From an optimization exercise on the open Yosys and OpenROAD flow, aimed at small area; shortcuts taken in it are not production practice.
RTL that was checked went through simulation tests only; none was proved equivalent to the original.
For run 5, only the layout was checked, not whether the RTL still works.
Power is estimated from default activity; no workload was simulated.

$ cat flow/run.sh
#!/bin/bash
# Layout flow: the standard ORFS flow (standard.sh), with the port
# buffers that global placement inserts on every input and output made of
# the platform's smallest buffer (buf_1) instead of the resizer's default
# choice. Everything else is the standard flow, unchanged.
set -euo pipefail
export BUFFER_PORTS_ARGS="-buffer_cell sky130_fd_sc_hd__buf_1"
bash standard.sh > flow_make.log 2>&1
$ cat standard.sh
#!/bin/bash
# synth_recipe.tcl (not shown) runs the flow's synth.tcl, then flattens the netlist and writes it again
# the make line also repeats each setting of config.mk as NAME=value (left out here)
make -C /OpenROAD-flow-scripts/flow DESIGN_CONFIG=/design/flow/config.mk WORK_HOME=/design/flow/orfs CLKGATE_MAP_FILE= SYNTH_SCRIPT=/design/flow/synth_recipe.tcl "${@:-finish}"
$ cat config.mk
export PLATFORM = sky130hd
export DESIGN_NAME = cwe_engine
export DESIGN_NICKNAME = cwe_engine
export VERILOG_FILES = /design/flow/design.v
export SDC_FILE = /design/flow/constraint.sdc
export NUM_CORES = 4
export LEC_CHECK = 0
export CAP_MARGIN = 20
export CORE_MARGIN = 2
export CORE_UTILIZATION = 50
export CTS_BUF_LIST = sky130_fd_sc_hd__clkbuf_16
export CTS_CLUSTER_DIAMETER = 60
export CTS_CLUSTER_SIZE = 30
export SLEW_MARGIN = 20
$ cat constraint.sdc
create_clock -name core_clock -period 10.0 [get_ports {clk}]
set_input_delay 2.0000 -clock core_clock [delete_from_list [all_inputs] [get_ports {clk}]]
set_output_delay 2.0000 -clock core_clock [all_outputs]
set_load 0.01 [all_outputs]
$ cat design.v
module cwe_table (
    input  wire [31:0] id,
    output wire        valid,       
    output wire        c03,
    output wire        c05,         
    output wire        c07,
    output wire        c10,
    output wire        c11,
    output wire        cgen         
);
    assign valid = (id[31:5] == 27'd0) && (id[4:0] < 5'd18);
    assign c03   = (id[4:0] == 5'h03);
    assign c05   = (id[4:0] == 5'h05);
    assign c07   = (id[4:0] == 5'h07);
    assign c10   = (id[4:0] == 5'h10);
    assign c11   = (id[4:0] == 5'h11);
    assign cgen  = !(c03 || c05 || c07 || c10 || c11);
endmodule
module cwe_codec (
    input  wire [31:0] reg_id,
    input  wire [31:0] value,
    input  wire        dir_write,
    input  wire [31:0] w,
    input  wire        f,
    output wire        valid_id,
    output reg  [31:0] enc_w,
    output wire        enc_f,
    output wire [31:0] x0,           
    output reg  [31:0] dec_value
);
    wire c03, c05, c07, c10, c11, cgen;
    cwe_table u_table (
        .id(reg_id), .valid(valid_id), .c03(c03), .c05(c05), .c07(c07),
        .c10(c10), .c11(c11), .cgen(cgen)
    );
    assign enc_f = c05;
    always @(*) begin
        if (!dir_write) begin
            enc_w = {8'h0E, 19'd0, reg_id[4:0]};
            if (c03) enc_w = 32'h0A030000;
            if (c05) enc_w = 32'h0C060000;
            if (c07) enc_w = 32'h0A070000;
            if (c10) enc_w = 32'h0A100000;
            if (c11) enc_w = 32'h0A110000;
        end else begin
            enc_w = {16'h0F00, value[15:0]};
            if (c03) enc_w = {20'h0B030, value[11:0]};
            if (c05) enc_w = {16'h0C86, 2'b00, value[9:0], 4'd0};
            if (c07) enc_w = {16'h0D07, value[2:0], 13'd1};
            if (c10) enc_w = {24'd0, value[7:0]};
            if (c11) enc_w = value;
        end
    end
    assign x0 = f ? {8'h0C, w[23], 7'h05, 16'h0000} : w;
    always @(*) begin
        dec_value = {16'd0, x0[15:0] & {16{!f}}};
        if (c03) dec_value = {20'd0, x0[11:0] & {12{!f}}};
        if (c05) dec_value = {22'd0, w[13:4] & {10{f}}};
        if (c07) dec_value = {29'd0, x0[15:13] & {3{!f}}};
        if (c10) dec_value = {24'd0, x0[7:0] & {8{!f}}};
        if (c11) dec_value = x0;
    end
endmodule
module cwe_engine (
    input  wire        clk,
    input  wire        rst,             
    input  wire        req_valid,
    output wire        req_ready,
    input  wire [3:0]  req_op,
    input  wire        req_dir,         
    input  wire [31:0] req_a0,
    input  wire [31:0] req_a1,
    output wire        res_valid,
    output wire [3:0]  res_status,
    output wire [31:0] res_value,
    output wire [31:0] res_x1,
    output wire        res_len8,
    output wire [7:0]  res_terr,
    output wire        t_req_valid,
    output wire [1:0]  t_req_kind,      
    output wire [31:0] t_req_word,      
    output wire [15:0] t_req_len,       
    input  wire        t_ack,
    input  wire        t_err,
    input  wire [7:0]  t_errcode,
    input  wire [31:0] t_rdata,
    output wire        p_resume_req,    
    input  wire        p_done,
    input  wire        p_ok,
    output wire        p_release,       
    input  wire        completion,
    input  wire        cmode,           
    input  wire        tick,
    input  wire [31:0] now,
    output reg  [31:0] last_resp,
    output reg  [31:0] last_ts,
    output reg         last_valid
);
    localparam [15:0] OPC_WDB = 16'h0A01;
    reg s_idle;      
    reg s_resume;    
    reg s_enc;       
    reg s_loadw;     
    reg s_sendx;     
    reg s_wait;      
    reg s_exd;       
    reg s_send2;     
    reg s_send3;     
    reg s_dlyr;      
    reg s_dlyc;      
    reg s_wbend;     
    reg s_fin;       
    reg [3:0]  op;       
    reg        lane;
    reg        cseen;
    reg [1:0]  ackcnt;
    reg [3:0]  status;
    reg [31:0] r0, r1;
    reg [31:0] w;
    reg        f;
    reg [21:0] m;
    reg [12:0] t;
    wire s_call = s_sendx | s_send2 | s_send3;
    wire        c_valid, c_f;
    wire [31:0] c_w, c_x0, c_dec;
    cwe_codec u_codec (
        .reg_id(r0), .value(r1), .dir_write(op[1]), .w(w), .f(f),
        .valid_id(c_valid), .enc_w(c_w), .enc_f(c_f), .x0(c_x0), .dec_value(c_dec)
    );
    wire        partial = (m == r1[31:10]);
    wire        wbdone  = partial && (r1[9:0] == 10'd0);
    wire        ack_ok  = (t_rdata == 32'h0000010A);    
    wire        resp_ok = (r0[31:16] == OPC_WDB);
    wire t5000 = t[12] & t[9] & t[8] & t[7] & t[3];
    wire t10   = t[3] & t[1];
    wire t2    = t[1];
    wire done_wait = !cmode || cseen || completion;
    wire op_ex  = !op[2] && (op[1:0] == 2'd0);
    wire op_wb  = !op[2] && (op[1:0] == 2'd3);
    wire op_reg = !op[2] && (op[1] ^ op[0]);
    wire op_dec = op[2] && op[0];
    assign req_ready    = s_idle;
    assign res_valid    = s_fin;
    assign res_status   = status;
    assign res_value    = r0;
    assign res_x1       = f ? w : 32'd0;
    assign res_len8     = f;
    assign res_terr     = r0[7:0];
    assign t_req_valid  = s_call;
    assign t_req_kind   = {s_send2 | s_send3, s_send3 | (s_sendx & op_wb)};
    assign t_req_word   = r0;
    assign t_req_len    = s_send3 ? 16'd4 : {5'd0, !partial, partial ? r1[9:0] : 10'd0};
    assign p_resume_req = s_resume;
    assign p_release    = s_fin && op[3] && !op[2] && (status != 4'd5);
    wire req_unsup = req_op[2] && (req_op[3] || !req_op[1]);
    wire acc       = s_idle && req_valid;
    wire acc_body  = acc && !req_op[3] && !req_unsup;    
    wire pok       = s_resume && p_done && p_ok;
    wire ack       = t_ack && !t_err;
    wire ev_pfail  = s_resume && p_done && !p_ok;
    wire ev_inv    = s_enc && !c_valid;
    wire ev_terr   = s_call && t_ack && t_err;
    wire ev_tout   = s_wait && !done_wait && t5000;
    wire ev_proto  = s_exd && op_wb && !resp_ok;
    wire ev_ackto  = s_send3 && ack && !ack_ok && ackcnt[1];
    wire lane1     = s_exd && op_reg && f && !lane;
    wire chunk_ok  = s_send3 && ack && ack_ok;
    wire b_sendx = (acc_body && req_op[2:0] == 3'd0) || (pok && op[1:0] == 2'd0);
    wire b_dlyc  = (acc_body && req_op[2:0] == 3'd3) || (pok && op[1:0] == 2'd3);
    wire b_enc   = (acc_body && (req_op[2] || (req_op[1] ^ req_op[0]))) ||
                   (pok && (op[1] ^ op[0]));
    wire n_fin = (acc && req_unsup) || ev_pfail || ev_inv || (s_loadw && op[2]) ||
                 ev_terr || ev_tout || (s_exd && (op_ex || ev_proto || (op_reg && !(f && !lane)))) ||
                 ev_ackto || s_wbend;
    wire ld_a0  = s_idle;
    wire ld_rd  = s_call && t_ack;
    wire ld_cw  = s_loadw;
    wire ld_m   = (s_exd && op_wb) || s_wbend;       
    wire ld_lo  = s_wbend || (s_dlyc && partial);   
    wire ld_cmd = s_dlyc;                           
    wire [31:0] c_word = op_dec ? c_dec : (op[2] || !lane) ? c_x0 : w;
    wire [31:0] rd     = {t_rdata[31:8], t_err ? t_errcode : t_rdata[7:0]};
    wire [31:0] r0_d =
          ({32{ld_a0}} & req_a0)
        | ({32{ld_rd}} & rd)
        | ({32{ld_cw}} & c_word)
        | ({32{ld_m}}  & {m, 10'd0})
        | ({32{ld_lo}} & {22'd0, r1[9:0]})
        | ({32{ld_cmd}} & {OPC_WDB, 5'd0, !partial, 10'd0});
    wire r0_en_lo = ld_a0 || ld_rd || ld_cw || ld_m || s_dlyc;
    wire r0_en_hi = r0_en_lo || (s_exd && op_reg);
    wire st_en = s_idle || ev_pfail || ev_inv || ev_terr || ev_tout || ev_proto || ev_ackto;
    wire [3:0] st_d = {s_idle && req_unsup,
                       ev_pfail || ev_terr || ev_ackto,
                       ev_terr || ev_tout || ev_proto,
                       ev_pfail || ev_inv || ev_terr || ev_proto};
    always @(posedge clk) begin
        if (s_idle) begin
            r1 <= req_a1;
            op <= {req_op[3:2], (req_op == 4'h6) ? req_dir : req_op[1], req_op[0]};
        end
        if (st_en)
            status <= st_d;
        if (s_wait || s_dlyr || s_dlyc)
            t <= t + {12'd0, tick};
        else
            t <= 13'd0;
        cseen <= (s_sendx && (cseen || completion)) || (s_wait && cseen);
        if (s_idle || (chunk_ok && !partial))
            m <= (m + 22'd1) & {22{!s_idle}};
        if (s_idle || lane1)
            lane <= !s_idle;
        if (s_send2 || (s_send3 && ack && !ack_ok))
            ackcnt <= (ackcnt + 2'd1) & {2{!s_send2}};
        if (r0_en_hi)
            r0[31:16] <= r0_d[31:16];
        if (r0_en_lo)
            r0[15:0] <= r0_d[15:0];
        if (s_enc && c_valid && !op_dec) begin
            w <= c_w;
            f <= c_f;
        end
        if (s_wait && done_wait) begin
            last_resp  <= r0;
            last_ts    <= now;
            last_valid <= 1'b1;
        end
        s_idle   <= s_fin || (s_idle && !req_valid);
        s_resume <= (acc && req_op[3] && !req_unsup) || (s_resume && !p_done);
        s_enc    <= b_enc;
        s_loadw  <= (s_enc && c_valid) || lane1;
        s_sendx  <= b_sendx || (s_loadw && !op[2]) || (s_sendx && !t_ack) ||
                    (s_dlyc && !wbdone && t10);
        s_wait   <= (s_sendx && ack && !r0[28]) || (s_wait && !done_wait && !t5000);
        s_exd    <= (s_sendx && ack && r0[28]) || (s_wait && done_wait);
        s_send2  <= (s_exd && op_wb && resp_ok) || (s_send2 && !t_ack);
        s_send3  <= (s_send2 && ack) || (s_dlyr && t2) || (s_send3 && !t_ack);
        s_dlyr   <= (s_send3 && ack && !ack_ok && !ackcnt[1]) || (s_dlyr && !t2);
        s_dlyc   <= b_dlyc || (chunk_ok && !partial) || (s_dlyc && !wbdone && !t10);
        s_wbend  <= (chunk_ok && partial) || (s_dlyc && wbdone);
        s_fin    <= n_fin;
        if (rst) begin
            s_idle   <= 1'b1;
            s_resume <= 1'b0;
            s_enc    <= 1'b0;
            s_loadw  <= 1'b0;
            s_sendx  <= 1'b0;
            s_wait   <= 1'b0;
            s_exd    <= 1'b0;
            s_send2  <= 1'b0;
            s_send3  <= 1'b0;
            s_dlyr   <= 1'b0;
            s_dlyc   <= 1'b0;
            s_wbend  <= 1'b0;
            s_fin    <= 1'b0;
            last_valid <= 1'b0;
        end
    end
endmodule
==> results of run 1 <==
worst paths after layout:
check / end / slack [ps] / cells after the start / start
hold / removal: last_valid$_SDFFE_PP0P_ / 480 / 1 / last_valid$_SDFFE_PP0P_
setup / recovery: t_req_len[6] / 4920 / 6 / m[2]$_DFFE_PP_
setup reg to reg: r0[8]$_DFFE_PP_ / 6670 / 5 / r0[0]$_DFFE_PP_
hold reg to reg: last_valid$_SDFFE_PP0P_ / 480 / 1 / last_valid$_SDFFE_PP0P_
routing by layer:
metal,wire [um],part of all wire,global-route usage,vias to the layer above
met1,13480,0.40,0.4142,3993
met2,15840,0.47,0.4738,506
li1,-,-,-,3787
met3,3322,0.098,0.04601,58
met5,0,0,0,-
met4,1119,0.033,0.09381,0
per-stage QoR:
step | cells | total power [mW] | hold WS, ps | cell area (um2)
global route | 1442 | 2.117 | 499.7 | 12220
global placement | 1412 | 1.363 | 447.3 | 11650
detailed placement | 1412 | 1.364 | 462.4 | 11650
CTS | 1442 | 2.063 | 483.2 | 12220
floorplan | 873 | 1.265 | 455.1 | 10450
finish | 1442 | 2.051 | 482.4 | 12220
logic make-up (layout without fill, tap and decap cells):
family,after synthesis,in the layout,synth area share
XOR/XNOR,47,47,0.03944
buffers and inverters,103,402,0.05466
AND/OR/NAND/NOR,312,312,0.1590
other,1,5,0.0003593
multiplexers,12,12,0.01163
flip-flops,222,222,0.6118
AO/OA/AOI/OAI,164,164,0.1135
adder cells (fa/ha/maj),8,8,0.009590
synthesized netlist by cell type, types with 6 or more instances:
library cell,number,share of area
edfxtp_1,194,0.56
nor2_1,65,0.023
nand2_1,59,0.021
and2_1,55,0.033
buf_4,45,0.032
o21ai_0,39,0.019
xor2_1,36,0.030
a21oi_1,30,0.014
dfxtp_1,28,0.054
nand3_1,26,0.012
clkbuf_1,25,0.0090
inv_1,22,0.0079
a221o_1,20,0.019
nor4_1,17,0.010
nor3_1,15,0.0072
a222oi_1,14,0.013
a22oi_1,13,0.0093
nand4_1,13,0.0078
or3_1,12,0.0072
mux2i_1,11,0.011
xnor2_1,11,0.0092
nor2b_1,10,0.0060
and3_1,8,0.0048
ha_1,8,0.0096
a21o_1,7,0.0050
a22o_1,7,0.0059
buf_2,6,0.0029
power groups by stage:
stage / Sequential (mW) / Clock, mW / Combinational [mW]
6_report: 1.14 / 0.706 / 0.206
5_1_grt: 1.15 / 0.748 / 0.223
4_1_cts: 1.14 / 0.719 / 0.205
3_5_place_dp: 1.16 / 0 / 0.204
3_3_place_gp: 1.16 / 0 / 0.204
2_1_floorplan: 1.13 / 0 / 0.136
cells in the final DEF (no fill, tap or decap), types with 5 or more instances in the layout:
cell type / count
buf_1: 342
edfxtp_1: 194
nor2_1: 64
nand2_1: 59
and2_1: 55
o21ai_0: 39
xor2_1: 36
a21oi_1: 30
dfxtp_1: 27
nand3_1: 26
inv_1: 23
a221o_1: 20
nor4_1: 17
clkbuf_16: 17
nor3_1: 14
a222oi_1: 14
nand4_1: 13
a22oi_1: 13
or3_1: 12
mux2i_1: 11
xnor2_1: 11
nor2b_1: 10
and3_1: 8
ha_1: 8
a21o_1: 7
a22o_1: 7
buf_4: 7
and4_1: 5
nand2b_1: 5
conb_1: 5
final cells by class:
class                   count  area (um2)
multi-input cells         548        3503
clock inverters            13       141.4
inverters                  23       86.33
fillers                  1800        8144
clock buffers              17       425.4
repair buffers            349        1336
flip-flops and latches    222        6390
well taps                 270       337.8
==> qor.csv, run 1 <==
stage,metric,value,unit
run_status,status,no timing/DRC/antenna violations,
final_layout,"Net count, final",1320,
critical_path,cell family with most CP delay,simple AND/OR/NAND/NOR gates,
detailed_routing,DRT Pass-1 Iters,9,
final_layout,fin util,0.6001,
floorplanning,core box area,20360,um2
sta,pin slew with the least headroom to its limit,1037,ps
sta,Max Clk Rate,196.7,MHz
sta,fin worst setup slack,4917,ps
grt,total track usage,0.2945,
yosys,ys flop type,edfxtp_1,
pwr,Clk pwr share,0.344,
detailed_routing,routed vias/inst,5.786,
cts,number of instances resized during post-cts repair,0,
final_layout,area growth from synthesis to layout,17.08,%
grt,largest net degree at the start of global routing,65,
yosys,Syn Std Cell Area,10440,um2
floorplanning,I/O Pins,348,
sta,fin crit share,0.5083,
cts,CTS Buf Count,17,
cts,CTS tree,built,
floorplanning,Die X,148.5,um
detailed_routing,Iter 0 DRT Violations,893,
placement,Place WS,5397,ps
floorplanning,# rows,52,
pwr,P per Cell Area,167.9,nW/um2
critical_path,Setup crit start kind,flop,
min_path,worst hold path class,flop to flop,
yosys,Post-synth EDFFs,194,
detailed_routing,residual DRC count,0,
sta,RSZ-0062 raised after global routing,no,
sta,setup TNS,0,ps
sta,Slew Limit Fails,0,
floorplanning,Die ar.,22050,um2
yosys,asr flop ratio synth,0,
pwr,combinational power share,0.100,
cts,Max clock buf depth,3,
cts,Post-CTS Setup Inserts,0,
cts,hold_buf cts,0,
sta,endpoints failing setup,0,
critical_path,CP bufs+invs,1,
critical_path,Critical Path End Type,output port,
pwr,net switching power,573.0,uW
yosys,Mapped Avg Cell Area,12.01,um2
critical_path,Critical Path Slowest Stage Cell,nor3_1,
yosys,Synth warnings,2,
placement,Routability Congestion,0.9590,
yosys,synth unique cells,66,
cts,CTS Root Cell,clkbuf_16,
flow_run,Max Cap Viol,0,
cts,clk sinks,222,
grt,global route overflow,0,
yosys,"flops & latches, synth",222,
floorplanning,starting density of the core,0.5125,
critical_path,biggest cell delay along the critical path,810,ps
yosys,post-synthesis sequential area ratio,0.6118,
grt,vias in the first global route,7747,
pwr,sw frac,0.2794,
critical_path,Crit Path Max Fanout,9,
pwr,Pint,1.478,mW
sta,Fin. Hold Viols,0,
yosys,cells after synthesis,869,
final_layout,# diodes,0,
placement,IO buf count,342,
critical_path,CP required,8000,ps
critical_path,WP data arrival,3080,ps
critical_path,CP Cell Sequence,"xor2_1, nor4_1, nand4_1, nor3_1, and2_1, buf_1",
detailed_routing,final WL,33760,um
detailed_routing,drt wl/cell,23.41,um
final_layout,layout cells sized above 1,0.04522,
detailed_routing,detailed-route via count,8344,
cts,"Clk Latency, worst-skew pair",510,ps
pwr,leakage,4.175,nW
placement,dpl hpwl,26010,um
sta,minimum clock period,5083,ps
critical_path,WS Path Type,flop to output port,
cts,CTS H-tree lvls,1,
grt,initial antenna violation count,0,
sta,Slew HR,0.3072,
pwr,peak supply drop,0.0001495,V
detailed_routing,Post-DRT Antenna Nets,0,
pwr,Reg power frac,0.555,
cts,Clock transition at path regs,80,ps
floorplanning,Chip Height,148.5,um
grt,first-pass GRT wire length,48320,um
sta,clock skew,28.69,ps
==> run 2: changes to the inputs <==
--- a/config.mk
+++ b/config.mk
@@ -8,7 +8,6 @@
 export CAP_MARGIN = 20
 export CORE_MARGIN = 2
 export CORE_UTILIZATION = 50
-export CTS_BUF_LIST = sky130_fd_sc_hd__clkbuf_16
-export CTS_CLUSTER_DIAMETER = 60
+export CTS_BUF_LIST = sky130_fd_sc_hd__clkbuf_8
 export CTS_CLUSTER_SIZE = 30
 export SLEW_MARGIN = 20
==> run 2 against run 1 <==
Critical endpoint unchanged. Still clean on timing, DRC and antenna. Combinational power is essentially flat. Power grew 6.6%. Die area is the same. Wire length grew 1.5%. Highest routed layer is now met5.
==> qor.csv, run 2 <==
stage,metric,value,unit
cts,CTS H-tree lvls,2,
min_path,startpoint of the worst hold path,last_valid$_SDFFE_PP0P_,
yosys,Syn Std Cell Area,10440,um2
min_path,hold path depth,1,
detailed_routing,detailed-route via count,8467,
placement,dpl hpwl,26010,um
floorplanning,starting density of the core,0.5125,
yosys,asr flop ratio synth,0,
grt,global route overflow,0,
pwr,peak supply drop,0.0001126,V
yosys,post-synthesis sequential area ratio,0.6118,
cts,number of instances resized during post-cts repair,0,
sta,Slew Limit Fails,0,
sta,RSZ-0062 raised after global routing,no,
pwr,leakage,4.326,nW
critical_path,r2r worst-path depth,5,
yosys,ys flop type,edfxtp_1,
floorplanning,I/O Pins,348,
cts,CTS Root Cell,clkbuf_8,
yosys,Post-synth EDFFs,194,
detailed_routing,residual DRC count,0,
critical_path,WP data arrival,3150,ps
yosys,Mapped Avg Cell Area,12.01,um2
detailed_routing,DRT Pass-1 Iters,7,
floorplanning,core box area,20360,um2
critical_path,Worst R2R Start,r0[0]$_DFFE_PP_,
final_layout,"commonest non-fill, non-tap cells in the layout","342 x buf_1, 194 x edfxtp_1, 64 x nor2_1",
sta,hold_ws,476.9,ps
grt,largest net degree at the start of global routing,65,
cts,clk sinks,222,
yosys,cells after synthesis,869,
sta,minimum clock period,5147,ps
yosys,area fraction of the dominant cell type after synthesis,0.5581,
cts,Max clock buf depth,3,
floorplanning,# rows,52,
placement,Routability Congestion,0.9590,
grt,initial antenna violation count,1,
yosys,Synth warnings,2,
sta,pin slew with the least headroom to its limit,1013,ps
floorplanning,Die X,148.5,um
sta,clock skew,34.45,ps
detailed_routing,Iter 0 DRT Violations,716,
sta,fin crit share,0.5147,
critical_path,biggest cell delay along the critical path,860,ps
floorplanning,Chip Height,148.5,um
critical_path,CP Cell Sequence,"xor2_1, nor4_1, nand4_1, nor3_1, and2_1, buf_1",
sta,Slew HR,0.3231,
placement,IO buf count,342,
pwr,total power,2.187,mW
detailed_routing,drt wl/cell,23.18,um
final_layout,area growth from synthesis to layout,19.05,%
detailed_routing,Post-DRT Antenna Nets,0,
yosys,"flops & latches, synth",222,
critical_path,Worst Setup SP,m[2]$_DFFE_PP_,
cts,hold_buf cts,0,
pwr,P per Cell Area,176.0,nW/um2
sta,setup TNS,0,ps
grt,total track usage,0.2995,
detailed_routing,routed vias/inst,5.725,
sta,endpoints failing setup,0,
final_layout,layout cells sized above 1,0.06452,
min_path,worst hold path class,flop to flop,
yosys,Yosys top cell by area,edfxtp_1,
sta,Fin. Hold Viols,0,
cts,Post-CTS Setup Inserts,0,
floorplanning,Die ar.,22050,um2
cts,Clock transition at path regs,60,ps
yosys,top-count cell post-synth,edfxtp_1,
detailed_routing,final WL,34290,um
yosys,commonest cells in the netlist,"194 x edfxtp_1, 65 x nor2_1, 59 x nand2_1",
final_layout,"Net count, final",1341,
critical_path,CP required,8000,ps
grt,first-pass GRT wire length,48730,um
final_layout,Fillers,1813,
yosys,synth unique cells,66,
flow_run,Max Cap Viol,0,
sta,Max Clk Rate,194.3,MHz
cts,CTS tree,built,
run_status,status,no timing/DRC/antenna violations,
final_layout,"commonest non-fill, non-tap cell in the layout",buf_1,
final_layout,# diodes,0,
critical_path,Setup crit start kind,flop,
critical_path,WS Path Type,flop to output port,
cts,"Clk Latency, worst-skew pair",530,ps
grt,vias in the first global route,8032,
critical_path,Critical Path Slowest Stage Cell,nor3_1,
critical_path,Critical Path End Type,output port,
critical_path,Crit Path Max Fanout,9,
cts,CTS Buf Count,38,
yosys,Synth area leaders,"edfxtp_1 56%, dfxtp_1 5.4%, and2_1 3.3%",
[run 2: worst max-delay path, delay by kind of cell, from the launching register on]
kind | cells | cell delay (ps)
DFF | 1 | 500
xor gates and xnor gates | 1 | 190
and+or+nand+nor | 4 | 1760
buffers and inverters | 1 | 160
[run 2: layout make-up]
type | count | area [um2] | share of cell area
well taps | 270 | 337.8 | 0.02719
flip-flops and latches | 222 | 6390 | 0.5142
clock buffers | 39 | 536.8 | 0.04320
multi-input cells | 548 | 3503 | 0.2819
repair buffers | 349 | 1336 | 0.1075
clock inverters | 28 | 235.2 | 0.01893
inverters | 23 | 86.33 | 0.006948
[run 2: cell families (layout without fill, tap and decap cells)]
group           after synthesis  after routing  share of synthesized area
buf+inv                     103            439                    0.05466
other cells                   1              5                  0.0003593
compound gates              164            164                     0.1135
simple gates                312            312                     0.1590
fa+ha+maj                     8              8                   0.009590
flops                       222            222                     0.6118
xor+xnor                     47             47                    0.03944
mux                          12             12                    0.01163
[run 2: power by group]
group	total (mW)	switching, mW	internal [mW]
clock	0.838	0.368	0.470
combinational	0.206	0.129	0.0774
sequential	1.14	0.0785	1.06
[run 2: stage by stage]
| stage | instance area, um2 | std cells | utilization | setup slack, ps |
|---|---|---|---|---|
| 3_5_place_dp | 11650 | 1412 | 0.5723 | 5397 |
| 2_1_floorplan | 10450 | 873 | - | 6171 |
| 6_report | 12430 | 1479 | 0.6102 | 4853 |
| 3_3_place_gp | 11650 | 1412 | 0.5723 | 5413 |
| 5_1_grt | 12430 | 1479 | 0.6102 | 4636 |
| 4_1_cts | 12430 | 1479 | 0.6102 | 4824 |
[run 2: worst paths after layout]
check,to,slack [ps]
setup reg to reg,r0[5]$_DFFE_PP_,6670
hold / removal,last_valid$_SDFFE_PP0P_,480
setup / recovery,t_req_len[6],4850
hold reg to reg,last_valid$_SDFFE_PP0P_,480
[run 2: per-layer routing]
metal / vias up / share of wire / track usage
li1: 3845 / - / -
met1: 4041 / 0.40 / 0.4006
met2: 500 / 0.47 / 0.4759
met3: 79 / 0.099 / 0.07485
met4: 2 / 0.034 / 0.1124
met5: - / 0.00032 / 0
==> run 3: changes to the inputs <==
--- a/design.v
+++ b/design.v
@@ -109,6 +109,7 @@
     reg s_dlyr;      
     reg s_dlyc;      
     reg s_wbend;     
+    reg s_msh;       
     reg s_fin;       
     reg [3:0]  op;       
     reg        lane;
@@ -119,6 +120,7 @@
     reg [31:0] w;
     reg        f;
     reg [21:0] m;
+    reg        mz, mc;   
     reg [12:0] t;
     wire s_call = s_sendx | s_send2 | s_send3;
     wire        c_valid, c_f;
@@ -132,7 +134,8 @@
     wire        ack_ok  = (t_rdata == 32'h0000010A);    
     wire        resp_ok = (r0[31:16] == OPC_WDB);
     wire t5000 = t[12] & t[9] & t[8] & t[7] & t[3];
-    wire t10   = t[3] & t[1];
+    wire t22   = t[4] & t[2] & t[1];    
+    wire t32   = t[5];                  
     wire t2    = t[1];
     wire done_wait = !cmode || cseen || completion;
     wire op_ex  = !op[2] && (op[1:0] == 2'd0);
@@ -166,7 +169,7 @@
     wire lane1     = s_exd && op_reg && f && !lane;
     wire chunk_ok  = s_send3 && ack && ack_ok;
     wire b_sendx = (acc_body && req_op[2:0] == 3'd0) || (pok && op[1:0] == 2'd0);
-    wire b_dlyc  = (acc_body && req_op[2:0] == 3'd3) || (pok && op[1:0] == 2'd3);
+    wire b_wb    = (acc_body && req_op[2:0] == 3'd3) || (pok && op[1:0] == 2'd3);
     wire b_enc   = (acc_body && (req_op[2] || (req_op[1] ^ req_op[0]))) ||
                    (pok && (op[1] ^ op[0]));
     wire n_fin = (acc && req_unsup) || ev_pfail || ev_inv || (s_loadw && op[2]) ||
@@ -186,7 +189,8 @@
         | ({32{ld_cw}} & c_word)
         | ({32{ld_m}}  & {m, 10'd0})
         | ({32{ld_lo}} & {22'd0, r1[9:0]})
-        | ({32{ld_cmd}} & {OPC_WDB, 5'd0, !partial, 10'd0});
+        | ({32{ld_cmd}} & {OPC_WDB, 5'd0, !partial, 10'd0})
+        | ({{16{!r0_en_hi}}, {16{!r0_en_lo}}} & r0);
     wire r0_en_lo = ld_a0 || ld_rd || ld_cw || ld_m || s_dlyc;
     wire r0_en_hi = r0_en_lo || (s_exd && op_reg);
     wire st_en = s_idle || ev_pfail || ev_inv || ev_terr || ev_tout || ev_proto || ev_ackto;
@@ -201,21 +205,24 @@
         end
         if (st_en)
             status <= st_d;
-        if (s_wait || s_dlyr || s_dlyc)
-            t <= t + {12'd0, tick};
+        if (s_wait || s_dlyr || s_dlyc || s_msh)
+            t <= t + {12'd0, tick || s_msh};
         else
             t <= 13'd0;
         cseen <= (s_sendx && (cseen || completion)) || (s_wait && cseen);
-        if (s_idle || (chunk_ok && !partial))
-            m <= (m + 22'd1) & {22{!s_idle}};
+        if (s_msh && !t22) begin
+            m  <= {(m[0] ^ mc) & !mz, m[21:1]};
+            mc <= m[0] & mc;
+        end
+        if (b_wb || chunk_ok) begin
+            mz <= b_wb;
+            mc <= 1'b1;
+        end
         if (s_idle || lane1)
             lane <= !s_idle;
         if (s_send2 || (s_send3 && ack && !ack_ok))
             ackcnt <= (ackcnt + 2'd1) & {2{!s_send2}};
-        if (r0_en_hi)
-            r0[31:16] <= r0_d[31:16];
-        if (r0_en_lo)
-            r0[15:0] <= r0_d[15:0];
+        r0 <= r0_d;
         if (s_enc && c_valid && !op_dec) begin
             w <= c_w;
             f <= c_f;
@@ -230,13 +237,14 @@
         s_enc    <= b_enc;
         s_loadw  <= (s_enc && c_valid) || lane1;
         s_sendx  <= b_sendx || (s_loadw && !op[2]) || (s_sendx && !t_ack) ||
-                    (s_dlyc && !wbdone && t10);
+                    (s_dlyc && !wbdone && t32);
         s_wait   <= (s_sendx && ack && !r0[28]) || (s_wait && !done_wait && !t5000);
         s_exd    <= (s_sendx && ack && r0[28]) || (s_wait && done_wait);
         s_send2  <= (s_exd && op_wb && resp_ok) || (s_send2 && !t_ack);
         s_send3  <= (s_send2 && ack) || (s_dlyr && t2) || (s_send3 && !t_ack);
         s_dlyr   <= (s_send3 && ack && !ack_ok && !ackcnt[1]) || (s_dlyr && !t2);
-        s_dlyc   <= b_dlyc || (chunk_ok && !partial) || (s_dlyc && !wbdone && !t10);
+        s_msh    <= b_wb || (chunk_ok && !partial) || (s_msh && !t22);
+        s_dlyc   <= (s_msh && t22) || (s_dlyc && !wbdone && !t32);
         s_wbend  <= (chunk_ok && partial) || (s_dlyc && wbdone);
         s_fin    <= n_fin;
         if (rst) begin
@@ -252,6 +260,7 @@
             s_dlyr   <= 1'b0;
             s_dlyc   <= 1'b0;
             s_wbend  <= 1'b0;
+            s_msh    <= 1'b0;
             s_fin    <= 1'b0;
             last_valid <= 1'b0;
         end
--- a/config.mk
+++ b/config.mk
@@ -7,7 +7,8 @@
 export LEC_CHECK = 0
 export CAP_MARGIN = 20
 export CORE_MARGIN = 2
-export CORE_UTILIZATION = 50
-export CTS_BUF_LIST = sky130_fd_sc_hd__clkbuf_8
+export CORE_UTILIZATION = 62
+export CTS_BUF_LIST = sky130_fd_sc_hd__clkbuf_16
+export CTS_CLUSTER_DIAMETER = 60
 export CTS_CLUSTER_SIZE = 30
 export SLEW_MARGIN = 20
==> run 3 against run 2 <==
Setup slack better by 480 ps. Combinational power fell by 2%. Non-clock buffer count up 5. Clock power fell by 23%. Hold slack worse by 4.7 ps. Register-to-register slack gained 390 ps. Largest power group unchanged.
==> qor.csv, run 3 <==
stage,metric,value,unit
sta,minimum clock period,4666,ps
flow_run,Max Cap Viol,0,
yosys,Syn Std Cell Area,10000,um2
yosys,top-count cell post-synth,edfxtp_1,
yosys,cells after synthesis,832,
grt,first-pass GRT wire length,41750,um
pwr,total power,1.946,mW
final_layout,"commonest non-fill, non-tap cells in the layout","342 x buf_1, 163 x edfxtp_1, 61 x dfxtp_1",
yosys,Mapped Avg Cell Area,12.02,um2
sta,Slew HR,0.3220,
grt,GR Util met2,0.5020,
cts,CTS Root Cell,clkbuf_16,
critical_path,Setup crit start kind,flop,
grt,met1 Use GR,0.4665,
cts,Max clock buf depth,3,
floorplanning,I/O Pins,348,
pwr,P per Cell Area,166.7,nW/um2
cts,CTS H-tree lvls,1,
placement,Place WS,5708,ps
detailed_routing,detailed-route via count,8341,
critical_path,CP required,8000,ps
grt,initial antenna violation count,0,
pwr,leakage,3.996,nW
sta,setup TNS,0,ps
pwr,peak supply drop,0.0001725,V
yosys,Post-synth EDFFs,163,
sta,pin slew with the least headroom to its limit,1009,ps
grt,GR peak layer,met2,
cts,Post-CTS Setup Inserts,0,
sta,fin crit share,0.4666,
final_layout,"commonest non-fill, non-tap cell in the layout",buf_1,
sta,Max Clk Rate,214.3,MHz
cts,clk sinks,225,
yosys,Synth warnings,2,
placement,dpl hpwl,21710,um
critical_path,Crit Path Max Fanout,13,
floorplanning,starting density of the core,0.6319,
detailed_routing,routed vias/inst,6.188,
cts,"Clk Latency, worst-skew pair",490,ps
floorplanning,Die ar.,17160,um2
sta,Slew Limit Fails,0,
min_path,worst hold path class,flop to flop,
sta,clock skew,24.51,ps
detailed_routing,final WL,29230,um
placement,Routability Congestion,0.9691,
sta,RSZ-0062 raised after global routing,no,
yosys,post-synthesis sequential area ratio,0.6135,
critical_path,biggest cell delay along the critical path,480,ps
detailed_routing,DRT Pass-1 Iters,7,
critical_path,Critical Path Slowest Stage Cell,or2_1,
grt,met3 usage,0.06759,
yosys,"flops & latches, synth",225,
detailed_routing,drt wl/cell,21.68,um
cts,CTS Buf Count,15,
sta,endpoints failing setup,0,
final_layout,Fillers,1175,
final_layout,"Net count, final",1282,
placement,IO buf count,342,
yosys,area fraction of the dominant cell type after synthesis,0.4894,
final_layout,fin util,0.7375,
grt,total track usage,0.3262,
run_status,status,no timing/DRC/antenna violations,
cts,hold_buf cts,0,
yosys,ys flop type,edfxtp_1,
final_layout,layout cells sized above 1,0.04244,
sta,fin worst setup slack,5334,ps
critical_path,CP Cell Sequence,"xor2_1, nor4_1, nand4_1, or2_1, o21ai_0, buf_1",
yosys,Synth area leaders,"edfxtp_1 49%, dfxtp_1 12%, buf_4 3.5%",
yosys,synth unique cells,63,
cts,CTS tree,built,
floorplanning,core box area,15830,um2
floorplanning,Chip Height,131.0,um
critical_path,Critical Path End Type,output port,
grt,global route overflow,0,
sta,Fin. Hold Viols,0,
floorplanning,Die X,131.0,um
critical_path,WS Path Type,flop to output port,
critical_path,CP bufs+invs,1,
detailed_routing,Iter 0 DRT Violations,1049,
grt,largest net degree at the start of global routing,66,
cts,number of instances resized during post-cts repair,0,
cts,Clock transition at path regs,100,ps
yosys,commonest cells in the netlist,"163 x edfxtp_1, 62 x dfxtp_1, 60 x nand2_1",
critical_path,cell family with most CP delay,simple AND/OR/NAND/NOR gates,
critical_path,WP data arrival,2670,ps
yosys,Yosys top cell by area,edfxtp_1,
floorplanning,# rows,46,
detailed_routing,Post-DRT Antenna Nets,0,
sta,hold_ws,472.2,ps
final_layout,area growth from synthesis to layout,16.73,%
detailed_routing,residual DRC count,0,
grt,vias in the first global route,7292,
yosys,asr flop ratio synth,0,
run 3: cell count changes after synthesis, sizes merged, moves of 9 or more:
cell / previous run / this run
and2: 56 / 42
nor2: 67 / 52
nor3b: 1 / 10
a22oi: 13 / 26
o21ai: 39 / 29
nand3: 27 / 17
edfxtp: 194 / 163
dfxtp: 28 / 62
run 3: path summary, 6_finish.rpt:
check | slack (ps) | from | end | cells past startpoint
setup / recovery | 5330 | r1[20]$_DFFE_PP_ | t_req_len[2] | 6
setup reg to reg | 7060 | s_send3$_SDFF_PP0_ | r0[19]$_DFF_P_ | 6
hold / removal | 470 | last_valid$_SDFFE_PP0P_ | last_valid$_SDFFE_PP0P_ | 1
hold reg to reg | 470 | last_valid$_SDFFE_PP0P_ | last_valid$_SDFFE_PP0P_ | 1
run 3: where the power goes:
part	internal [mW]	switching (mW)
Clock	0.300	0.348
Sequential	1.04	0.0570
Combinational	0.0800	0.122
Total	1.42	0.526
run 3: cell type report:
cell class	count	area (um2)	share of cell area
sequential	225	6137	0.5257
tap	216	270.3	0.02315
clock buffer	15	375.4	0.03215
timing repair buffer	354	1371	0.1175
antenna	1	2.502	0.0002144
multi-input combinational	498	3271	0.2802
inverter	29	108.9	0.009325
clock inverter	10	137.6	0.01179
run 3: cell families after synthesis:
| logic type | Yosys count | share of synthesized area |
|---|---|---|
| AO/OA/AOI/OAI | 167 | 0.1260 |
| XOR/XNOR | 33 | 0.02890 |
| adder cells (fa/ha/maj) | 8 | 0.01001 |
| buffers and inverters | 113 | 0.06130 |
| flip-flops | 225 | 0.6135 |
| multiplexers | 14 | 0.01426 |
| other | 1 | 0.0003750 |
| AND/OR/NAND/NOR | 271 | 0.1456 |
run 3: layer usage:
layer	vias up	wire length, um
met5	-	0
met4	0	1112
li1	3669	-
met1	3956	10920
met3	84	3729
met2	632	13470
run 3: worst register-to-register path: cells and delay by family, from the launching register on:
kind | cells | cell delay (ps)
buf+inv | 1 | 230
compound gates | 2 | 520
flops | 1 | 480
simple gates | 3 | 1650
run 3: through the flow:
stage / instances / area, um2
global route: 1347 / 11670
detailed placement: 1321 / 11150
finish: 1348 / 11670
CTS: 1346 / 11670
global placement: 1321 / 11150
floorplan: 836 / 10020
==> run 4: changes to the inputs <==
--- a/config.mk
+++ b/config.mk
@@ -7,7 +7,7 @@
 export LEC_CHECK = 0
 export CAP_MARGIN = 20
 export CORE_MARGIN = 2
-export CORE_UTILIZATION = 62
+export CORE_UTILIZATION = 50
 export CTS_BUF_LIST = sky130_fd_sc_hd__clkbuf_16
 export CTS_CLUSTER_DIAMETER = 60
 export CTS_CLUSTER_SIZE = 30
==> run 4 against run 3 <==
Sequential share of layout area is 0.90 points lower. Wire length grew 4.7%. Flip-flop and latch count unchanged. Largest power group unchanged. Critical path depth unchanged. Still clean on timing, DRC and antenna. Highest routed layer unchanged. Via count decreased by 5.0%. Non-clock buffer count down 3. Setup slack worse by 38 ps. Final area is 1.7% higher.
==> qor.csv, run 4 <==
stage,metric,value,unit
sta,Max Clk Rate,212.6,MHz
critical_path,reg2reg setup slack,7020,ps
yosys,commonest cells in the netlist,"163 x edfxtp_1, 62 x dfxtp_1, 60 x nand2_1",
pwr,leakage,4.060,nW
yosys,post-synthesis sequential area ratio,0.6135,
yosys,Yosys top cell by area,edfxtp_1,
min_path,worst hold path class,flop to flop,
yosys,area fraction of the dominant cell type after synthesis,0.4894,
detailed_routing,drt wl/cell,21.85,um
yosys,ys flop type,edfxtp_1,
floorplanning,starting density of the core,0.5122,
grt,vias in the first global route,7649,
placement,Routability Congestion,0.8880,
placement,cell count after placement,1368,
yosys,cells after synthesis,832,
detailed_routing,detailed-route via count,7922,
sta,RSZ-0062 raised after global routing,no,
yosys,Synth area leaders,"edfxtp_1 49%, dfxtp_1 12%, buf_4 3.5%",
detailed_routing,Post-DRT Antenna Nets,0,
yosys,synth unique cells,63,
cts,Clock transition at path regs,90,ps
final_layout,"commonest non-fill, non-tap cells in the layout","342 x buf_1, 163 x edfxtp_1, 61 x dfxtp_1",
cts,clk sinks,225,
final_layout,Final Cell Area,11880,um2
sta,Slew HR,0.2500,
detailed_routing,DRT Pass-1 Iters,6,
sta,pin slew with the least headroom to its limit,1125,ps
placement,dpl hpwl,22740,um
floorplanning,core box area,19530,um2
critical_path,Crit Path Max Fanout,13,
sta,fin worst setup slack,5296,ps
detailed_routing,final WL,30590,um
floorplanning,Die ar.,21150,um2
placement,IO buf count,342,
floorplanning,Die X,145.4,um
cts,CTS H-tree lvls,1,
sta,clock skew,10.28,ps
yosys,Post-synth EDFFs,163,
detailed_routing,routed vias/inst,5.659,
run_status,status,no timing/DRC/antenna violations,
yosys,Synth warnings,2,
critical_path,WS Path Type,flop to output port,
final_layout,Finished Layout Cells,1400,
sta,Fin. Hold Viols,0,
grt,total track usage,0.2841,
critical_path,Setup crit start kind,flop,
pwr,total power,2.084,mW
cts,number of instances resized during post-cts repair,0,
placement,area post-placement,11220,um2
final_layout,fin util,0.6083,
sta,hold_ws,467.4,ps
flow_run,Max Cap Viol,0,
critical_path,CP required,8000,ps
detailed_routing,Iter 0 DRT Violations,1092,
detailed_routing,residual DRC count,0,
sta,Slew Limit Fails,0,
sta,setup TNS,0,ps
critical_path,Critical Path End Type,output port,
critical_path,WP data arrival,2700,ps
pwr,peak supply drop,0.0001587,V
cts,Post-CTS Setup Inserts,0,
yosys,Syn Std Cell Area,10000,um2
final_layout,# diodes,0,
placement,Place WS,5627,ps
cts,"Clk Latency, worst-skew pair",500,ps
sta,endpoints failing setup,0,
cts,Max clock buf depth,3,
yosys,Mapped Avg Cell Area,12.02,um2
cts,hold_buf cts,0,
floorplanning,# rows,51,
final_layout,"Net count, final",1282,
final_layout,Fillers,1698,
yosys,top-count cell post-synth,edfxtp_1,
floorplanning,Chip Height,145.4,um
final_layout,area growth from synthesis to layout,18.77,%
grt,largest net degree at the start of global routing,74,
floorplanning,I/O Pins,348,
sta,minimum clock period,4704,ps
cts,CTS Buf Count,18,
yosys,"flops & latches, synth",225,
grt,first-pass GRT wire length,46230,um
pwr,P per Cell Area,175.5,nW/um2
final_layout,"commonest non-fill, non-tap cell in the layout",buf_1,
final_layout,layout cells sized above 1,0.04934,
cts,CTS tree,built,
cts,CTS Root Cell,clkbuf_16,
sta,fin crit share,0.4704,
grt,initial antenna violation count,0,
grt,global route overflow,0,
yosys,asr flop ratio synth,0,
==> run 4: final timing paths <==
| kind | start | to | depth (start not counted) |
|---|---|---|---|
| hold reg to reg | last_valid$_SDFFE_PP0P_ | last_valid$_SDFFE_PP0P_ | 1 |
| hold / removal | last_valid$_SDFFE_PP0P_ | last_valid$_SDFFE_PP0P_ | 1 |
| setup reg to reg | r0[28]$_DFF_P_ | w[2]$_DFFE_PP_ | 6 |
| setup / recovery | m[16]$_DFFE_PP_ | t_req_len[8] | 6 |
==> run 4: cell type report <==
class                           instances  area, um2  area share
Timing Repair Buffer                  351       1351      0.1138
Sequential cell                       225       6137      0.5167
Multi-Input combinational cell        498       3289      0.2769
Inverter                               29      108.9    0.009165
Clock buffer                           19      475.5     0.04003
Clock inverter                         13      183.9     0.01549
Tap cell                              265      331.6     0.02792
==> run 4: worst max-delay path: stages, from the launching register on <==
cell and delay, ps:
edfxtp_1 470, xor2_1 190, nor4_1 320, nand4_1 270
or2_1 500, nor3b_1 270, buf_1 180
==> run 4: logic make-up after synthesis <==
| kind of cell | share of synthesized area |
|---|---|
| AOI/OAI and AO/OA | 0.1260 |
| other | 0.0003750 |
| DFF | 0.6135 |
| buffers and inverters | 0.06130 |
| muxes | 0.01426 |
| xor gates and xnor gates | 0.02890 |
| and+or+nand+nor | 0.1456 |
| adders and majority gates | 0.01001 |
==> run 4: report_power, final <==
group          total (mW)  internal, mW  switching, mW
registers            1.10          1.04         0.0588
clock network       0.785         0.385          0.400
logic               0.200        0.0797          0.120
==> run 4: metal layers <==
| layer | global-route usage | wire length (um) |
|---|---|---|
| met1 | 0.4084 | 12790 |
| met2 | 0.4434 | 14090 |
| met3 | 0.06364 | 3009 |
| met4 | 0.06765 | 704 |
| met5 | 0 | 0 |
==> run 5: changes to the inputs <==
--- a/design.v
+++ b/design.v
@@ -148,7 +148,7 @@
     assign res_value    = r0;
     assign res_x1       = f ? w : 32'd0;
     assign res_len8     = f;
-    assign res_terr     = r0[7:0];
+    assign res_terr     = t[7:0];
     assign t_req_valid  = s_call;
     assign t_req_kind   = {s_send2 | s_send3, s_send3 | (s_sendx & op_wb)};
     assign t_req_word   = r0;
@@ -182,7 +182,7 @@
     wire ld_lo  = s_wbend || (s_dlyc && partial);   
     wire ld_cmd = s_dlyc;                           
     wire [31:0] c_word = op_dec ? c_dec : (op[2] || !lane) ? c_x0 : w;
-    wire [31:0] rd     = {t_rdata[31:8], t_err ? t_errcode : t_rdata[7:0]};
+    wire [31:0] rd     = t_rdata;
     wire [31:0] r0_d =
           ({32{ld_a0}} & req_a0)
         | ({32{ld_rd}} & rd)
@@ -208,7 +208,7 @@
         if (s_wait || s_dlyr || s_dlyc || s_msh)
             t <= t + {12'd0, tick || s_msh};
         else
-            t <= 13'd0;
+            t <= {5'd0, t_errcode & {8{ev_terr}}};
         cseen <= (s_sendx && (cseen || completion)) || (s_wait && cseen);
         if (s_msh && !t22) begin
             m  <= {(m[0] ^ mc) & !mz, m[21:1]};
--- a/config.mk
+++ b/config.mk
@@ -7,7 +7,7 @@
 export LEC_CHECK = 0
 export CAP_MARGIN = 20
 export CORE_MARGIN = 2
-export CORE_UTILIZATION = 50
+export CORE_UTILIZATION = 70
 export CTS_BUF_LIST = sky130_fd_sc_hd__clkbuf_16
 export CTS_CLUSTER_DIAMETER = 60
 export CTS_CLUSTER_SIZE = 30
==> run 5 against run 4 <==
Clock skew increased by 18 ps. Setup slack got worse by 250 ps. Hold slack improved by 34 ps. Synthesized cell count increased by 1.2%. Maximum frequency decreased by 5.1%. Count of clock-buffer cells in the layout decreased by 4. Non-clock buffer count unchanged. Cell count decreased by 5.9%. Critical path depth unchanged. Critical path type unchanged. Via count increased by 8.6%. Power decreased by 7.2%.
==> qor.csv, run 5 <==
stage,metric,value,unit
run_status,status,no timing/DRC/antenna violations,
critical_path,biggest cell delay along the critical path,650,ps
sta,setup TNS,0,ps
cts,CTS Root Cell,clkbuf_16,
grt,first-pass GRT wire length,44250,um
detailed_routing,detailed-route via count,8600,
grt,vias in the first global route,7759,
critical_path,Setup crit start kind,flop,
detailed_routing,Post-DRT Antenna Nets,0,
critical_path,r2r worst-path depth,6,
final_layout,Finished Layout Cells,1318,
critical_path,Worst R2R Start,op[1]$_DFFE_PP_,
placement,Routability Congestion,0.9714,
placement,IO buf count,342,
sta,clock skew,28.66,ps
yosys,cells after synthesis,842,
yosys,Post-synth EDFFs,163,
min_path,startpoint of the worst hold path,last_valid$_SDFFE_PP0P_,
detailed_routing,residual DRC count,0,
critical_path,WS Path Type,flop to output port,
yosys,top-count cell post-synth,edfxtp_1,
sta,Fin. Hold Viols,0,
cts,Clock transition at path regs,110,ps
grt,total track usage,0.3880,
sta,fin worst setup slack,5045,ps
yosys,synth unique cells,68,
floorplanning,Die ar.,15200,um2
yosys,Syn Std Cell Area,9960,um2
detailed_routing,final WL,30630,um
pwr,P per Cell Area,167.2,nW/um2
placement,dpl hpwl,21820,um
placement,cell count after placement,1294,
critical_path,Critical Path End Type,output port,
floorplanning,# rows,43,
sta,Slew Limit Fails,0,
cts,Post-CTS Setup Inserts,0,
critical_path,reg2reg setup slack,6320,ps
final_layout,area growth from synthesis to layout,16.13,%
cts,number of instances resized during post-cts repair,0,
pwr,sw frac,0.2703,
pwr,Reg power frac,0.568,
yosys,"flops & latches, synth",225,
yosys,Yosys top cell by area,edfxtp_1,
detailed_routing,routed vias/inst,6.525,
critical_path,CP bufs+invs,1,
cts,CTS tree,built,
min_path,hold path depth,1,
cts,hold_buf cts,0,
final_layout,layout cells sized above 1,0.04130,
sta,minimum clock period,4955,ps
grt,largest net degree at the start of global routing,73,
pwr,combinational power share,0.101,
min_path,worst hold path class,flop to flop,
sta,Slew HR,0.2362,
final_layout,fin util,0.8332,
yosys,Mapped Avg Cell Area,11.83,um2
critical_path,CP Cell Sequence,"xor2_1, nor4_1, nand4_1, nor3_1, and2_1, buf_1",
yosys,Synth warnings,2,
pwr,net switching power,522.6,uW
pwr,Pint,1.411,mW
cts,"Clk Latency, worst-skew pair",490,ps
critical_path,Crit Path Max Fanout,9,
grt,global route overflow,0,
sta,pin slew with the least headroom to its limit,1146,ps
floorplanning,Chip Height,123.3,um
critical_path,cell family with most CP delay,simple AND/OR/NAND/NOR gates,
floorplanning,starting density of the core,0.7175,
yosys,Synth area leaders,"edfxtp_1 49%, dfxtp_1 12%, buf_4 3.5%",
sta,fin crit share,0.4955,
sta,Max Clk Rate,201.8,MHz
critical_path,reg2reg end,r0[27]$_DFF_P_,
critical_path,WP data arrival,2960,ps
cts,clk sinks,225,
pwr,Clk pwr share,0.332,
critical_path,CP required,8000,ps
grt,initial antenna violation count,0,
cts,Max clock buf depth,3,
yosys,asr flop ratio synth,0,
yosys,commonest cells in the netlist,"163 x edfxtp_1, 92 x nand2_1, 62 x dfxtp_1",
yosys,ys flop type,edfxtp_1,
floorplanning,Die X,123.3,um
yosys,area fraction of the dominant cell type after synthesis,0.4915,
sta,endpoints failing setup,0,
final_layout,"commonest non-fill, non-tap cell in the layout",buf_1,
final_layout,"commonest non-fill, non-tap cells in the layout","342 x buf_1, 163 x edfxtp_1, 92 x nand2_1",
flow_run,Max Cap Viol,0,
detailed_routing,Iter 0 DRT Violations,1472,
pwr,peak supply drop,0.0001328,V
floorplanning,core box area,13880,um2
final_layout,"Net count, final",1289,
final_layout,# diodes,0,
min_path,Hold Path Sink,last_valid$_SDFFE_PP0P_,
pwr,leakage,3.993,nW
detailed_routing,DRT Pass-1 Iters,9,
yosys,post-synthesis sequential area ratio,0.6161,
floorplanning,I/O Pins,348,
cts,CTS H-tree lvls,1,
detailed_routing,drt wl/cell,23.24,um
placement,Place WS,5544,ps
cts,CTS Buf Count,14,
sta,RSZ-0062 raised after global routing,no,
critical_path,Critical Path Slowest Stage Cell,nor3_1,
==> run 5: cell count changes in the layout (fill, tap and decap cells not counted), moves of 8 or more <==
cell	previous run	this run
a221o_1	22	10
a222oi_1	21	29
o22ai_1	4	12
nand2_1	60	92
mux2i_1	12	4
and3_1	4	15
a22oi_1	26	13
o21ai_0	28	19
==> run 5: worst max path at each step <==
stage / start / to / slack, ps / cells after the start
6_report: m[9]$_DFFE_PP_ / t_req_len[7] / 5040 / 6
5_1_grt: m[2]$_DFFE_PP_ / t_req_len[3] / 4840 / 6
4_1_cts: m[9]$_DFFE_PP_ / t_req_len[8] / 5050 / 6
3_5_place_dp: t_ack / r0[19]$_DFF_P_ / 5540 / 6
3_3_place_gp: t_rdata[14] / status[0]$_DFFE_PP_ / 5660 / 6
2_1_floorplan: completion / last_resp[0]$_DFFE_PP_ / 6140 / 4
==> run 5: power by group through the flow <==
stage	combinational (mW)	clock (mW)	sequential (mW)
floorplan	0.121	0	1.10
global placement	0.180	0	1.11
detailed placement	0.186	0	1.12
CTS	0.189	0.638	1.09
global route	0.208	0.671	1.10
finish	0.195	0.642	1.10
==> run 5: cell type report <==
cell class	instances	area, um2
repair buffers	351	1349
clock inverters	9	137.6
fillers	817	2315
multi-input cells	517	3263
inverters	21	78.83
clock buffers	15	375.4
flip-flops and latches	225	6137
well taps	180	225.2
==> run 5: routing by layer <==
layer	part of all wire	vias to the layer above	routed length, um	GRT usage
met5	0	-	0	0
met4	0.044	0	1362	0.1754
met3	0.13	107	4114	0.07149
met2	0.47	791	14460	0.6198
met1	0.35	4016	10690	0.5217
li1	-	3686	-	-
==> run 5: cells by family after synthesis <==
kind of cell | Yosys count | share of synthesized area
AND/OR/NAND/NOR | 307 | 0.1590
flip-flops | 225 | 0.6161
AO/OA/AOI/OAI | 158 | 0.1207
buffers and inverters | 104 | 0.05842
XOR/XNOR | 33 | 0.02902
adder cells (fa/ha/maj) | 8 | 0.01005
multiplexers | 6 | 0.006281
other | 1 | 0.0003765
==> run 5: metrics by stage <==
step	hold WS [ps]	instance area [um2]	power [mW]
after detailed placement	469.3	11050	1.301
after floorplan	433.0	9975	1.223
after global routing	508.8	11570	1.979
after global placement	456.9	11050	1.294
final	501.6	11570	1.934
after CTS	502.1	11570	1.922
==> run 6: changes to the inputs <==
--- a/design.v
+++ b/design.v
@@ -115,7 +115,6 @@
     reg        lane;
     reg        cseen;
     reg [1:0]  ackcnt;
-    reg [3:0]  status;
     reg [31:0] r0, r1;
     reg [31:0] w;
     reg        f;
@@ -144,7 +143,7 @@
     wire op_dec = op[2] && op[0];
     assign req_ready    = s_idle;
     assign res_valid    = s_fin;
-    assign res_status   = status;
+    assign res_status   = t[11:8];
     assign res_value    = r0;
     assign res_x1       = f ? w : 32'd0;
     assign res_len8     = f;
@@ -154,7 +153,7 @@
     assign t_req_word   = r0;
     assign t_req_len    = s_send3 ? 16'd4 : {5'd0, !partial, partial ? r1[9:0] : 10'd0};
     assign p_resume_req = s_resume;
-    assign p_release    = s_fin && op[3] && !op[2] && (status != 4'd5);
+    assign p_release    = s_fin && op[3] && !op[2] && (t[11:8] != 4'd5);
     wire req_unsup = req_op[2] && (req_op[3] || !req_op[1]);
     wire acc       = s_idle && req_valid;
     wire acc_body  = acc && !req_op[3] && !req_unsup;    
@@ -193,8 +192,7 @@
         | ({{16{!r0_en_hi}}, {16{!r0_en_lo}}} & r0);
     wire r0_en_lo = ld_a0 || ld_rd || ld_cw || ld_m || s_dlyc;
     wire r0_en_hi = r0_en_lo || (s_exd && op_reg);
-    wire st_en = s_idle || ev_pfail || ev_inv || ev_terr || ev_tout || ev_proto || ev_ackto;
-    wire [3:0] st_d = {s_idle && req_unsup,
+    wire [3:0] st_d = {acc && req_unsup,
                        ev_pfail || ev_terr || ev_ackto,
                        ev_terr || ev_tout || ev_proto,
                        ev_pfail || ev_inv || ev_terr || ev_proto};
@@ -203,12 +201,10 @@
             r1 <= req_a1;
             op <= {req_op[3:2], (req_op == 4'h6) ? req_dir : req_op[1], req_op[0]};
         end
-        if (st_en)
-            status <= st_d;
-        if (s_wait || s_dlyr || s_dlyc || s_msh)
+        if ((s_wait || s_dlyr || s_dlyc || s_msh) && !n_fin)
             t <= t + {12'd0, tick || s_msh};
         else
-            t <= {5'd0, t_errcode & {8{ev_terr}}};
+            t <= {1'b0, st_d, t_errcode & {8{ev_terr}}};
         cseen <= (s_sendx && (cseen || completion)) || (s_wait && cseen);
         if (s_msh && !t22) begin
             m  <= {(m[0] ^ mc) & !mz, m[21:1]};
==> config.mk (replaced) <==
export PLATFORM = sky130hd
export DESIGN_NAME = cwe_engine
export DESIGN_NICKNAME = cwe_engine
export VERILOG_FILES = /design/flow/design.v
export SDC_FILE = /design/flow/constraint.sdc
export NUM_CORES = 4
export LEC_CHECK = 0
export CAP_MARGIN = 0
export CORE_MARGIN = 2
export CORE_UTILIZATION = 70
export CTS_BUF_LIST = sky130_fd_sc_hd__clkbuf_16
export CTS_CLUSTER_DIAMETER = 50
export CTS_CLUSTER_SIZE = 34
export SLEW_MARGIN = 0
==> run 6 against run 5 <==
Still clean. Area after synthesis up 0.39%. Sequential power about the same. Wire length down 4.8%. Register-to-register slack better by 190 ps. Synthesized cell count decreased by 1.7%. First-iteration DRC count is 15% lower. Final area is 0.12% higher. Global-route usage down 1.5 points. Utilization decreased by 0.22 points. Critical path depth is the same. Critical endpoint is now t_req_len[0]. Largest cell class unchanged. Largest power group unchanged.
==> qor.csv, run 6 <==
stage,metric,value,unit
run_status,status,no timing/DRC/antenna violations,
yosys,top-count cell post-synth,edfxtp_1,
yosys,Synth Area in Simple Gates,0.1530,
pwr,peak supply drop,0.0002124,V
critical_path,WS Path Type,flop to output port,
placement,IO buf count,342,
yosys,Synth area leaders,"edfxtp_1 48%, dfxtp_1 12%, buf_4 3.8%",
yosys,cells after synthesis,828,
critical_path,WP data arrival,2790,ps
cts,Max clock buf depth,3,
grt,vias in the first global route,7574,
pwr,Clk pwr share,0.356,
final_layout,# diodes,0,
pwr,net switching power,501.4,uW
cts,Post-CTS Setup Inserts,0,
critical_path,cell family with most CP delay,simple AND/OR/NAND/NOR gates,
flow_run,Max Cap Viol,0,
detailed_routing,Iter 0 DRT Violations,1250,
final_layout,Finished Layout Cells,1301,
min_path,hold path depth,2,
yosys,Synth Area in Compound Gates,0.1342,
cts,CTS Root Cell,clkbuf_16,
final_layout,"commonest non-fill, non-tap cell in the layout",buf_1,
critical_path,Critical Path Slowest Stage Cell,nor3_2,
detailed_routing,final WL,29160,um
grt,total track usage,0.3725,
final_layout,fin util,0.8310,
final_layout,multi-input gate area in the final layout,3361,um2
critical_path,Crit path depth,6,
placement,dpl hpwl,21170,um
final_layout,Fillers,835,
floorplanning,Chip Height,123.5,um
cts,clk sinks,221,
pwr,Reg power frac,0.550,
yosys,asr flop ratio synth,0,
pwr,total power,1.968,mW
detailed_routing,residual DRC count,0,
floorplanning,# rows,43,
critical_path,biggest cell delay along the critical path,520,ps
detailed_routing,routed vias/inst,6.418,
yosys,Syn Std Cell Area,9998,um2
critical_path,Crit Path Max Fanout,9,
pwr,combinational power share,0.095,
placement,cell count after placement,1273,
yosys,mux cell area share after synthesis,0.006132,
floorplanning,Die ar.,15250,um2
critical_path,Worst R2R Start,op[1]$_DFFE_PP_,
critical_path,CP required,8000,ps
pwr,sw frac,0.2547,
yosys,Mapped Avg Cell Area,12.08,um2
sta,endpoints failing setup,0,
grt,first-pass GRT wire length,42830,um
sta,pin slew with the least headroom to its limit,1172,ps
yosys,Yosys top cell by area,edfxtp_1,
sta,hold_ws,494.2,ps
yosys,largest family of logic cells by synthesized area,simple AND/OR/NAND/NOR gates,
yosys,xor and xnor area share after synthesis,0.02978,
critical_path,Critical Path End Type,output port,
yosys,post-synthesis adder-cell area fraction,0.01001,
final_layout,area growth from synthesis to layout,15.82,%
cts,CTS H-tree lvls,1,
detailed_routing,detailed-route via count,8350,
yosys,area fraction of the dominant cell type after synthesis,0.4775,
yosys,post-synthesis sequential area ratio,0.6017,
yosys,"flops & latches, synth",221,
floorplanning,core box area,13930,um2
detailed_routing,drt wl/cell,22.41,um
critical_path,reg2reg setup slack,6510,ps
sta,fin crit share,0.4787,
cts,hold_buf cts,0,
sta,setup TNS,0,ps
min_path,worst hold path class,flop to flop,
grt,global route overflow,0,
critical_path,Setup crit start kind,flop,
floorplanning,I/O Pins,348,
sta,clock skew,17.03,ps
sta,Max Clk Rate,208.9,MHz
cts,CTS tree,built,
final_layout,Sequential cell area,6017,um2
sta,minimum clock period,4787,ps
grt,largest net degree at the start of global routing,73,
detailed_routing,DRT Pass-1 Iters,11,
cts,number of instances resized during post-cts repair,0,
final_layout,layout cells sized above 1,0.05352,
cts,CTS Buf Count,16,
yosys,ys flop type,edfxtp_1,
pwr,leakage,3.924,nW
critical_path,CP bufs+invs,1,
final_layout,"commonest non-fill, non-tap cells in the layout","342 x buf_1, 159 x edfxtp_1, 68 x nand2_1",
critical_path,r2r worst-path depth,7,
sta,Fin. Hold Viols,0,
cts,"Clk Latency, worst-skew pair",490,ps
critical_path,Setup crit end,t_req_len[0],
grt,initial antenna violation count,0,
yosys,commonest cells in the netlist,"159 x edfxtp_1, 68 x nand2_1, 62 x dfxtp_1",
sta,Slew HR,0.2190,
placement,Routability Congestion,0.9183,
pwr,P per Cell Area,170.0,nW/um2
cts,Clock transition at path regs,90,ps
critical_path,Worst Setup SP,m[1]$_DFFE_PP_,
floorplanning,starting density of the core,0.7175,
critical_path,reg2reg end,t[9]$_DFF_P_,
sta,RSZ-0062 raised after global routing,no,
detailed_routing,Post-DRT Antenna Nets,0,
critical_path,CP Cell Sequence,"xor2_1, nor4_1, nand4_1, nor3_2, and2_1, buf_1",
floorplanning,Die X,123.5,um
yosys,Synth warnings,2,
pwr,Pint,1.467,mW
final_layout,"Net count, final",1270,
yosys,synth unique cells,73,
yosys,Post-synth EDFFs,159,
sta,Slew Limit Fails,0,
-- run 6: cell types whose count changed in the layout (fill, tap and decap cells not counted), sizes merged, moves of 9 or more --
cell / before / now
nand2: 92 / 68
o22ai: 12 / 3
nor2: 53 / 41
a221o: 10 / 19
and3: 15 / 6
-- run 6: worst min path at each step --
| stage | from | to | slack (ps) |
|---|---|---|---|
| final | w[30]$_SDFFCE_PN0P_ | r0[30]$_DFF_P_ | 490 |
| after global routing | w[24]$_SDFFCE_PN0P_ | r0[24]$_DFF_P_ | 510 |
| after CTS | w[30]$_SDFFCE_PN0P_ | r0[30]$_DFF_P_ | 490 |
| after detailed placement | w[30]$_SDFFCE_PN0P_ | r0[30]$_DFF_P_ | 480 |
| after global placement | last_valid$_SDFFE_PP0P_ | last_valid$_SDFFE_PP0P_ | 460 |
| after floorplan | w[23]$_SDFFCE_PN0P_ | r0[23]$_DFF_P_ | 450 |
-- run 6: worst min-delay path, cell delays in order, from the launching register on --
cell and delay, ps:
edfxtp_1 340, a22oi_1 60, nand2_1 60
-- run 6: metrics by stage --
step / setup WS [ps] / cell area [um2]
final: 5213 / 11580
after global routing: 5049 / 11580
after CTS: 5262 / 11580
after detailed placement: 5667 / 11020
after global placement: 5791 / 11020
after floorplan: 6154 / 10010
-- run 6: layout make-up --
type	count	share of cell area
clock buffer	17	0.03674
clock inverter	11	0.01145
inverter	26	0.008428
multi-input combinational	499	0.2902
sequential	221	0.5196
tap	180	0.01945
timing repair buffer	347	0.1141
-- run 6: kinds of logic (layout without fill, tap and decap cells) --
kind of cell             Yosys count  count (layout)
AO/OA/AOI/OAI                    168             168
XOR/XNOR                          34              34
adder cells (fa/ha/maj)            8               8
buffers and inverters            112             401
flip-flops                       221             221
multiplexers                       6               6
other                              1               5
AND/OR/NAND/NOR                  278             278
-- run 6: layer usage --
layer | track usage | vias up | part of all wire
met5 | 0 | - | 0
met4 | 0.1250 | 0 | 0.039
met3 | 0.06181 | 103 | 0.12
met2 | 0.5900 | 667 | 0.47
met1 | 0.5286 | 3935 | 0.37
li1 | - | 3645 | -
-- run 6: power groups by stage --
stage	clock network, mW	logic (mW)	registers, mW
detailed placement	0	0.180	1.10
global placement	0	0.176	1.10
global route	0.730	0.202	1.09
floorplan	0	0.129	1.08
finish	0.700	0.186	1.08
CTS	0.694	0.182	1.08

==> afterwards: timing with drivers on the ports <==
The flow's constraints put no driver on any port. The routed layouts listed below were extracted and timed again, unchanged, in two steps. Step 1 assumes that a clkbuf_16 drives the clock port and a buf_2 every other input. Step 2 times the ports against the registers' clock, not the clock port: input delays grow and output delays shrink by t, the midpoint of the rising clock arrivals with the driver on. a / b / c = ideal ports / drivers / drivers and shift; a / b = the first two.
run	t (ns)	setup WS [ns]	latest minus earliest clock arrival (ns)	slew at the worst register clock pin (ns)	worst data-port slew with drivers (ns)
run 1	0.544	4.917 / 4.871 / 5.415	0.029 / 0.029	0.09 / 0.09	0.05
run 2	0.556	4.853 / 4.811 / 5.367	0.035 / 0.035	0.07 / 0.07	0.05
run 3	0.522	5.334 / 5.292 / 5.591	0.024 / 0.025	0.10 / 0.10	0.07
run 4	0.546	5.296 / 5.249 / 5.558	0.011 / 0.011	0.09 / 0.09	0.06
run 5	0.520	5.045 / 5.000 / 5.390	0.028 / 0.028	0.11 / 0.11	0.05
run 6	0.528	5.213 / 5.166 / 5.486	0.017 / 0.017	0.09 / 0.09	0.05
After both steps every run listed still meets setup and hold.
